This design comes from an exercise in tuning for small area, a short achievable clock period and few clock cycles per item on the open sky130 flow, not from production work.
Only simulation tests tie the RTL to the original design; equivalence was not proved.
No activity file was given, so power comes from the tool's default toggle rates.

==> inputs of 06-23 <==
## kemojo
module kemojo (
    input  wire        clk,
    input  wire        rst,         
    input  wire        ev_valid,
    output wire        ev_ready,
    input  wire [2:0]  ev_type,
    input  wire [31:0] ev_data,
    output wire        out_valid,   
    output wire [7:0]  out_data,    
    output wire        timer_armed  
);
Settings: LEC_CHECK=0, CAP_MARGIN=20, CORE_MARGIN=2, CORE_UTILIZATION=40, SETUP_SLACK_MARGIN=5, SLEW_MARGIN=20; clock period 11.0 ns.
run.sh (not shown) runs the stock make flow with config.mk's settings and CLKGATE_MAP_FILE= SYNTH_SCRIPT=/design/flow/synth_recipe.tcl, a recipe that flattens the netlist after the stock synthesis.
==> inputs of 05-03, as changes to 06-23 <==
--- a/flow/design.v
+++ b/flow/design.v
@@ -28,15 +28,15 @@
                TS_C  = 3'd5;     
     reg        rdy, ovr;
     reg [5:0]  head, hp1, tail;
     reg [6:0]  count;
     reg [7:0]  hbyte;
-    reg        e_v;
-    reg [1:0]  e_k;
+    reg [3:0]  ek;                   
+    wire       e_v = |ek;
     reg [31:0] evd;
     reg        e_wrst, e_absd;
-    reg [2:0]  ts;
+    reg [5:0]  tsh;                  
     reg [3:0]  steps;
     reg [7:0]  c0;
     reg [2:0]  c0len;
     reg [31:0] sr;
     reg [2:0]  cmdlen;
@@ -77,10 +77,22 @@
                 8'h19:                                 cmd_len = 3'd7;
                 default:                               cmd_len = 3'd0;
             endcase
         end
     endfunction
+    function [31:0] add_sx;
+        input [31:0] a;
+        input [15:0] b;
+        input        ci;
+        reg [16:0] lo;
+        begin
+            lo = {1'b0, a[15:0]} + {1'b0, b} + {16'd0, ci};
+            add_sx[15:0] = lo[15:0];
+            add_sx[31:16] = (lo[16] && !b[15]) ? a[31:16] + 16'd1 :
+                            (!lo[16] && b[15]) ? a[31:16] - 16'd1 : a[31:16];
+        end
+    endfunction
     function pkt_cmd;
         input [7:0] c;
         begin
             case (c)
                 8'h0D, 8'h16,
@@ -89,20 +101,20 @@
                 default:                               pkt_cmd = 1'b0;
             endcase
         end
     endfunction
     wire hold   = e_v && ((busy &&
-                  (((e_k == K_TICK) && ((ts == TS_P) || (ts == TS_F))) ||
-                   ((e_k == K_DISP) && e_absd))) ||
-                  (!fresh && (e_k == K_TICK) && ((ts == TS_P) || (ts == TS_M)) &&
+                  ((ek[K_TICK] && (tsh[TS_P] || tsh[TS_F])) ||
+                   (ek[K_DISP] && e_absd))) ||
+                  (!fresh && ek[K_TICK] && (tsh[TS_P] || tsh[TS_M]) &&
                    (mmode[0] == 1'b1)) ||
-                  ((e_k == K_TICK) && (ts == TS_P) && !(pe_ok && pj_ok)));
+                  (ek[K_TICK] && tsh[TS_P] && !(pe_ok && pj_ok)));
     wire run    = e_v && !hold;
-    wire r_tick = run && (e_k == K_TICK);
-    wire r_key  = run && (e_k == K_KEY);
-    wire r_mot  = run && (e_k == K_MOT);
-    wire r_disp = run && (e_k == K_DISP);
+    wire r_tick = run && ek[K_TICK];
+    wire r_key  = run && ek[K_KEY];
+    wire r_mot  = run && ek[K_MOT];
+    wire r_disp = run && ek[K_DISP];
     wire warm   = r_disp && e_wrst;
     wire c_eq0 = (count == 7'd0);
     wire c_eq1 = (count == 7'd1);
     wire c_ge2 = !c_eq0 && !c_eq1;
     wire moff  = (mmode == M_OFF);
@@ -123,16 +135,16 @@
     wire [3:0] abs_cur_t = {~pl, pl, ~pr_t, pr_t};
     wire [3:0] abs_cur_d = {~pl, pl, ~pr_d, pr_d};
     wire jch0 = p_j0;
     wire jch1 = p_j1;
     wire g2   = jch0 | jch1;
-    wire t_p   = r_tick && (ts == TS_P);
-    wire t_f   = r_tick && (ts == TS_F);
-    wire t_m   = r_tick && (ts == TS_M);
-    wire t_j   = r_tick && (ts == TS_J);
-    wire t_lr  = r_tick && (ts == TS_LR);
-    wire t_c   = r_tick && (ts == TS_C);
+    wire t_p   = r_tick && tsh[TS_P];
+    wire t_f   = r_tick && tsh[TS_F];
+    wire t_m   = r_tick && tsh[TS_M];
+    wire t_j   = r_tick && tsh[TS_J];
+    wire t_lr  = r_tick && tsh[TS_LR];
+    wire t_c   = r_tick && tsh[TS_C];
     wire t_mon = t_p && jmon;
     wire fgo   = !action[2] && forced;
     wire t_fgo = t_p && !jmon && fgo;
     wire t_main = (t_p && !jmon && !fgo) || t_m;
     wire m_k   = t_main && action[2];
@@ -147,11 +159,11 @@
     wire yd1 = mvy ? cfy[2] : cfy[3];
     wire yu1 = mvy ? cfy[0] : cfy[1];
     wire x1  = xr1 | xl1;
     wire y1  = yd1 | yu1;
     wire c_any  = x1 | y1;
-    wire lt10   = (steps < 4'd10);
+    wire lt10   = !(steps[3] && (steps[2] || steps[1]));
     wire cur_fe = m_cur && edges;                                
     wire c_step = (m_cur && !edges && c_any) || (t_c && lt10 && c_any);
     wire c_end  = (m_cur && !edges && !c_any) || (t_c && !(lt10 && c_any));
     wire c_emit = cur_fe || c_step;
     wire j_now  = t_j || (m_nc && !g1) || c_end;
@@ -368,23 +380,23 @@
     wire [8:0] kcx2 = {1'b0, kc_x};
     wire [8:0] kcy2 = {1'b0, kc_y};
     reg  [31:0] opx, opy;
     reg         cix, ciy;
     always @* begin
-        if (e_k == K_MOT) begin                              
+        if (ek[K_MOT]) begin                              
             opx = {{16{evd[15]}}, evd[15:0]};   cix = 1'b0;
             opy = {{16{evd[31]}}, evd[31:16]};  ciy = 1'b0;
         end else if (mmode == M_REL) begin
             opx = dp_x[31] ? 32'd128 : 32'hFFFFFF81;  cix = 1'b0;
             opy = dp_y[31] ? 32'd128 : 32'hFFFFFF81;  ciy = 1'b0;
         end else begin                                       
             opx = xr1 ? ~{23'd0, kcx2} : {23'd0, kcx2};  cix = xr1;
             opy = yd1 ? ~{23'd0, kcy2} : {23'd0, kcy2};  ciy = yd1;
         end
     end
-    wire [31:0] sum_dx = dp_x + opx + {31'd0, cix};
-    wire [31:0] sum_dy = dp_y + opy + {31'd0, ciy};
+    wire [31:0] sum_dx = add_sx(dp_x, opx[15:0], cix);
+    wire [31:0] sum_dy = add_sx(dp_y, opy[15:0], ciy);
     wire dp_we = r_mot || t_mon || m_k || m_oth || (m_rel && rel_due) || (c_emit && (x1 || y1));
     reg [31:0] dp_x_n, dp_y_n;
     always @* begin
         dp_x_n = dp_x;
         dp_y_n = dp_y;
@@ -428,14 +440,14 @@
             cur_f[2] = !d[31] && nz && ((d[30:9] != 22'd0) || (d[8:0] >= {k, 1'b0}));
             cur_f[1] = d[31] && ((d[30:9] != {22{1'b1}}) || s1[10] || (s1 == 11'd0));
             cur_f[0] = d[31] && ((d[30:10] != {21{1'b1}}) || s2[10] || (s2 == 11'd0));
         end
     endfunction
-    wire [31:0] acc_x_n = (rst || warm || t_p) ? 32'd0 :
-                          r_mot ? acc_x + {{16{evd[15]}}, evd[15:0]} : acc_x;
-    wire [31:0] acc_y_n = (rst || warm || t_p) ? 32'd0 :
-                          r_mot ? acc_y + {{16{evd[31]}}, evd[31:16]} : acc_y;
+    wire [31:0] acc_x_n = (warm || t_p) ? 32'd0 :
+                          r_mot ? add_sx(acc_x, evd[15:0], 1'b0) : acc_x;
+    wire [31:0] acc_y_n = (warm || t_p) ? 32'd0 :
+                          r_mot ? add_sx(acc_y, evd[31:16], 1'b0) : acc_y;
     wire [7:0]  scale_x_n = (rst || warm) ? 8'd1 : (r_disp && c0 == 8'h0C) ? sr[15:8] : scale_x;
     wire [7:0]  scale_y_n = (rst || warm) ? 8'd1 : (r_disp && c0 == 8'h0C) ? sr[7:0]  : scale_y;
     wire        ysign_n   = (rst || warm) ? 1'b0 : (r_disp && c0 == 8'h0F) ? 1'b0 :
                             (r_disp && c0 == 8'h10) ? 1'b1 : ysign;
     reg d_mode;
@@ -464,12 +476,18 @@
     wire        sys  = eys;
     wire [18:0] ax19 = {{1{sa_x[17]}}, sa_x};
     wire [18:0] ay19 = sys ? ~{{1{sa_y[17]}}, sa_y} : {{1{sa_y[17]}}, sa_y};
     wire [18:0] px = {3'd0, abs_x} + ax19;
     wire [18:0] py = {3'd0, abs_y} + ay19 + {18'd0, sys};
-    wire [18:0] gx = {3'd0, abs_x} + ax19 + {3'b111, ~max_x};
-    wire [18:0] gy = {3'd0, abs_y} + ay19 + {3'b111, ~max_y} + {18'd0, sys};
+    wire [18:0] gx_a = {3'd0, abs_x}, gx_b = ax19, gx_c = {3'b111, ~max_x};
+    wire [18:0] gy_a = {3'd0, abs_y}, gy_b = ay19, gy_c = {3'b111, ~max_y};
+    wire [18:0] gx_s = gx_a ^ gx_b ^ gx_c;
+    wire [18:0] gx_k = (gx_a & gx_b) | (gx_a & gx_c) | (gx_b & gx_c);
+    wire [18:0] gy_s = gy_a ^ gy_b ^ gy_c;
+    wire [18:0] gy_k = (gy_a & gy_b) | (gy_a & gy_c) | (gy_b & gy_c);
+    wire [18:0] gx = gx_s + {gx_k[17:0], 1'b0};
+    wire [18:0] gy = gy_s + {gy_k[17:0], sys};
     wire [15:0] nx = sb_x ? (ss_x ? 16'd0 : max_x) :
                      px[18] ? 16'd0 : !gx[18] ? max_x : px[15:0];
     wire [15:0] ny = sb_y ? ((ss_y ^ sys) ? 16'd0 : max_y) :
                      py[18] ? 16'd0 : !gy[18] ? max_y : py[15:0];
     wire [7:0]  em_x_n = sm_x >> 1;
@@ -487,19 +505,19 @@
     wire [5:0] tail_n = {(t_lo[3] ? tb_hi[5:3] : tbase[5:3]), t_lo[2:0]};
     wire       cn_eq0  = c_eq0 && !wr_any && !a_exp;      
     wire       pause_n = r_disp ? pause_d : pause;
     wire [1:0] jmode_n = r_disp ? jmode_d : jmode;
     wire       key_adm = !booting && !pause_n && (jmode_n != J_MON);
-    wire       e_cont  = e_v && !(run && ((e_k != K_TICK) || t_done));
-    reg  [2:0] ts_n;
+    wire       e_cont  = e_v && !(run && (!ek[K_TICK] || t_done));
+    reg  [5:0] tsh_n;
     always @* begin
-        ts_n = ts;
-        if (t_fgo) ts_n = TS_F;
-        if (t_f)   ts_n = TS_M;
-        if (m_nc && g1 && g2) ts_n = TS_J;
-        if (cur_fe) ts_n = TS_LR;
-        if (t_lr || c_step) ts_n = TS_C;
+        tsh_n = tsh;
+        if (t_fgo) tsh_n = 6'd1 << TS_F;
+        if (t_f)   tsh_n = 6'd1 << TS_M;
+        if (m_nc && g1 && g2) tsh_n = 6'd1 << TS_J;
+        if (cur_fe) tsh_n = 6'd1 << TS_LR;
+        if (t_lr || c_step) tsh_n = 6'd1 << TS_C;
     end
     wire pc_el  = pl ^ ppl;
     wire pc_er  = pd_r ^ ppr;
     wire pc_fo  = (action[0] & pd_press) | (action[1] & pd_release);
     wire pc_j0  = jauto && (pd_j0 != jprev0);
@@ -541,11 +559,11 @@
     end
     wire tp_adm  = tp_any && !booting && !pause_n;
     wire tp_fast = tp_safe;
     wire rdy_n = take ? !((a_tick && !tp_fast) || (a_disp && (h_wrst || (h_absd && busy_n)))) :
                  !e_cont ? 1'b1 :
-                 ((e_k == K_TICK) && (ts_n == TS_J) && !cn_eq0);
+                 (ek[K_TICK] && tsh_n[TS_J] && !cn_eq0);
     always @(posedge clk) begin
         exc   <= exc_d;
         cfx   <= cfx_d;
         cfy   <= cfy_d;
         fresh <= frsh_n;
@@ -580,11 +598,11 @@
             em_y <= (scale_y_n > 8'd1) ? scale_y_n : 8'd1;
         end
         if (rst || warm) begin
             rdy           <= 1'b1;
             ovr           <= 1'b0;
-            e_v           <= 1'b0;
+            ek            <= 4'd0;
             cmdlen        <= 3'd0;
             head          <= 6'd0;
             hp1           <= 6'd1;
             tail          <= 6'd0;
             count         <= 7'd0;
@@ -691,38 +709,36 @@
                 steps <= (m_cur ? 4'd0 : steps) + 4'd1;
             if (j_now) begin
                 if (jch0) jprev0 <= jc0;
                 if (jch1) jprev1 <= jc1;
             end
-            ts <= ts_n;
+            tsh <= tsh_n;
             if (!e_cont)
-                e_v <= 1'b0;
+                ek <= 4'd0;
             if (a_host) begin
+                sr <= {sr[23:0], hb};
+                if (host_new) begin
+                    c0    <= hb;
+                    c0len <= host_len;
+                end
                 if (!host_kn) begin
                     cmdlen <= 3'd0;
                 end else begin
-                    sr <= {sr[23:0], hb};
-                    if (host_new) begin
-                        c0    <= hb;
-                        c0len <= host_len;
-                    end
                     if (host_fin) begin
                         cmdlen <= 3'd0;
-                        e_v    <= 1'b1;
-                        e_k    <= K_DISP;
+                        ek     <= 4'd1 << K_DISP;
                         e_wrst <= h_wrst;
                         e_absd <= h_absd;
                     end else begin
                         cmdlen <= cmdlen + 3'd1;
                     end
                 end
             end
             if (a_tick || a_key || a_mot) begin
-                e_v   <= 1'b1;
-                e_k   <= a_tick ? K_TICK : a_key ? K_KEY : K_MOT;
+                ek    <= {a_disp, a_mot, a_key, a_tick};
                 evd   <= ev_data;
-                ts    <= TS_P;
+                tsh   <= 6'd1 << TS_P;
             end
             if (a_btn) begin
                 bl0 <= ev_data[0];
                 br0 <= ev_data[1];
             end
@@ -740,14 +756,11 @@
                 hbyte <= BOOT_BYTE;
             else if (a_pop)
                 hbyte <= !c_eq0 && !c_eq1 ? rd_next : c_eq1 ? vw[7:0] : vw[15:8];
             else if (c_eq0 && wr_any)
                 hbyte <= vw[7:0];
-            else if (cn_eq0 && a_key)
-                hbyte <= {~ev_data[7], ev_data[6:0]};
-            else if (cn_eq0 && a_disp && h_cap)
-                hbyte <= h_first;
-            else if (cn_eq0 && a_tick)
-                hbyte <= tp_b0;
+            else if (c_eq0)      
+                hbyte <= (ev_type == EV_KEY)  ? {~ev_data[7], ev_data[6:0]} :
+                         (ev_type == EV_TICK) ? tp_b0 : h_first;
         end
     end
 endmodule
==> flow/flow/run.sh (new file) <==
#!/bin/bash
# Standard layout (the standard.sh), with the setup repair aiming further
# below the clock period: the repair margin is raised from 5 ns to 6 ns.
# Every tool's output goes to standard.log in this folder.
set -e
sed 's/SETUP_SLACK_MARGIN=5/SETUP_SLACK_MARGIN=6/' standard.sh > standard_m6.sh
bash standard_m6.sh > standard.log 2>&1
==> flow/standard.sh (new file) <==
#!/bin/bash
# synth_recipe.tcl (not shown) runs the flow's synth.tcl, then flattens the netlist and writes it again
# the make line also repeats each setting of config.mk as NAME=value (left out here)
make -C /OpenROAD-flow-scripts/flow DESIGN_CONFIG=/design/flow/config.mk WORK_HOME=/design/flow/orfs CLKGATE_MAP_FILE= SYNTH_SCRIPT=/design/flow/synth_recipe.tcl "${@:-finish}"
--- a/flow/config.mk
+++ b/flow/config.mk
@@ -5,8 +5,8 @@
 export SDC_FILE = /design/flow/constraint.sdc
 export NUM_CORES = 4
 export LEC_CHECK = 0
 export CAP_MARGIN = 20
 export CORE_MARGIN = 2
-export CORE_UTILIZATION = 40
+export CORE_UTILIZATION = 56
 export SETUP_SLACK_MARGIN = 5
 export SLEW_MARGIN = 20
removed: flow/run.sh
==> qor summary <==
|  | 05-03 | 06-23 |
|---|---|---|
| Net load switching power | 0.00232 W | 0.00204 W |
| Simple-gate portion of the synthesized area | 15.2% | 15.9% |
| Count of buffer and inverter cells on the critical path | 5 | 2 |
| Post_cts resized | 107 | 9 |
| Reg-to-reg endpoint | count[6]$_SDFF_PN0_ | g_bank[7].bm[5][4]$_DFFE_PP_ |
| First-pass GRT wire length | 291000 µm | 306000 µm |
| Compound-Gate Fraction of Synth Area | 15.2% | 17.0% |
| Sequential cell power | 0.00408 W | 0.00401 W |
| Outcome | timing/DRC/antenna clean | timing/DRC/antenna clean |
| Signal arrival time at the worst endpoint | 5.66 ns | 6.36 ns |
| Final clock-cell share | 5.35% | 5.39% |
| Startpoint of the most critical setup path | mmode[1]$_SDFFE_PN0P_ | c0[4]$_DFFE_PP_ |
| Switching part of the total | 26.2% | 24.3% |
| Leak Pwr | 25.6 nW | 26.4 nW |
Testbench counts of 06-23, summed over its fixed seeds: cycles 27,240, events 24,014.
Testbench counts of 05-03, summed over its fixed seeds: cycles 27,240, events 24,014.

afterwards: timing with drivers on the ports:
The flow's constraints put no driver on any port. The routed layouts listed below were extracted and timed again, unchanged, in two steps. Step 1 sets driving cells, clkbuf_16 on the clock port and buf_2 on the other inputs (assumed; they add their load-dependent delay and slew). Step 2 moves the port delays by t, midway between the first and last clock arrival at a register: inputs arrive t later, outputs are due t later. That takes back most of the time a late clock gives input paths. Slacks: ideal / step 1 / step 2; pairs: ideal / step 1.
run	t, ns	slack for setup (ns)	worst setup path at the end	clock arrival spread, ns
06-23	0.808	5.042 / 5.042 / 4.363	input to register	0.069 / 0.069
05-03	0.798	5.923 / 5.923 / 5.241	input to register	0.035 / 0.034
After both steps setup and hold are still met in every run listed. For 05-03, which loses most, drivers alone change the setup slack by 0.000 ns; drivers and shift together by -0.682 ns.
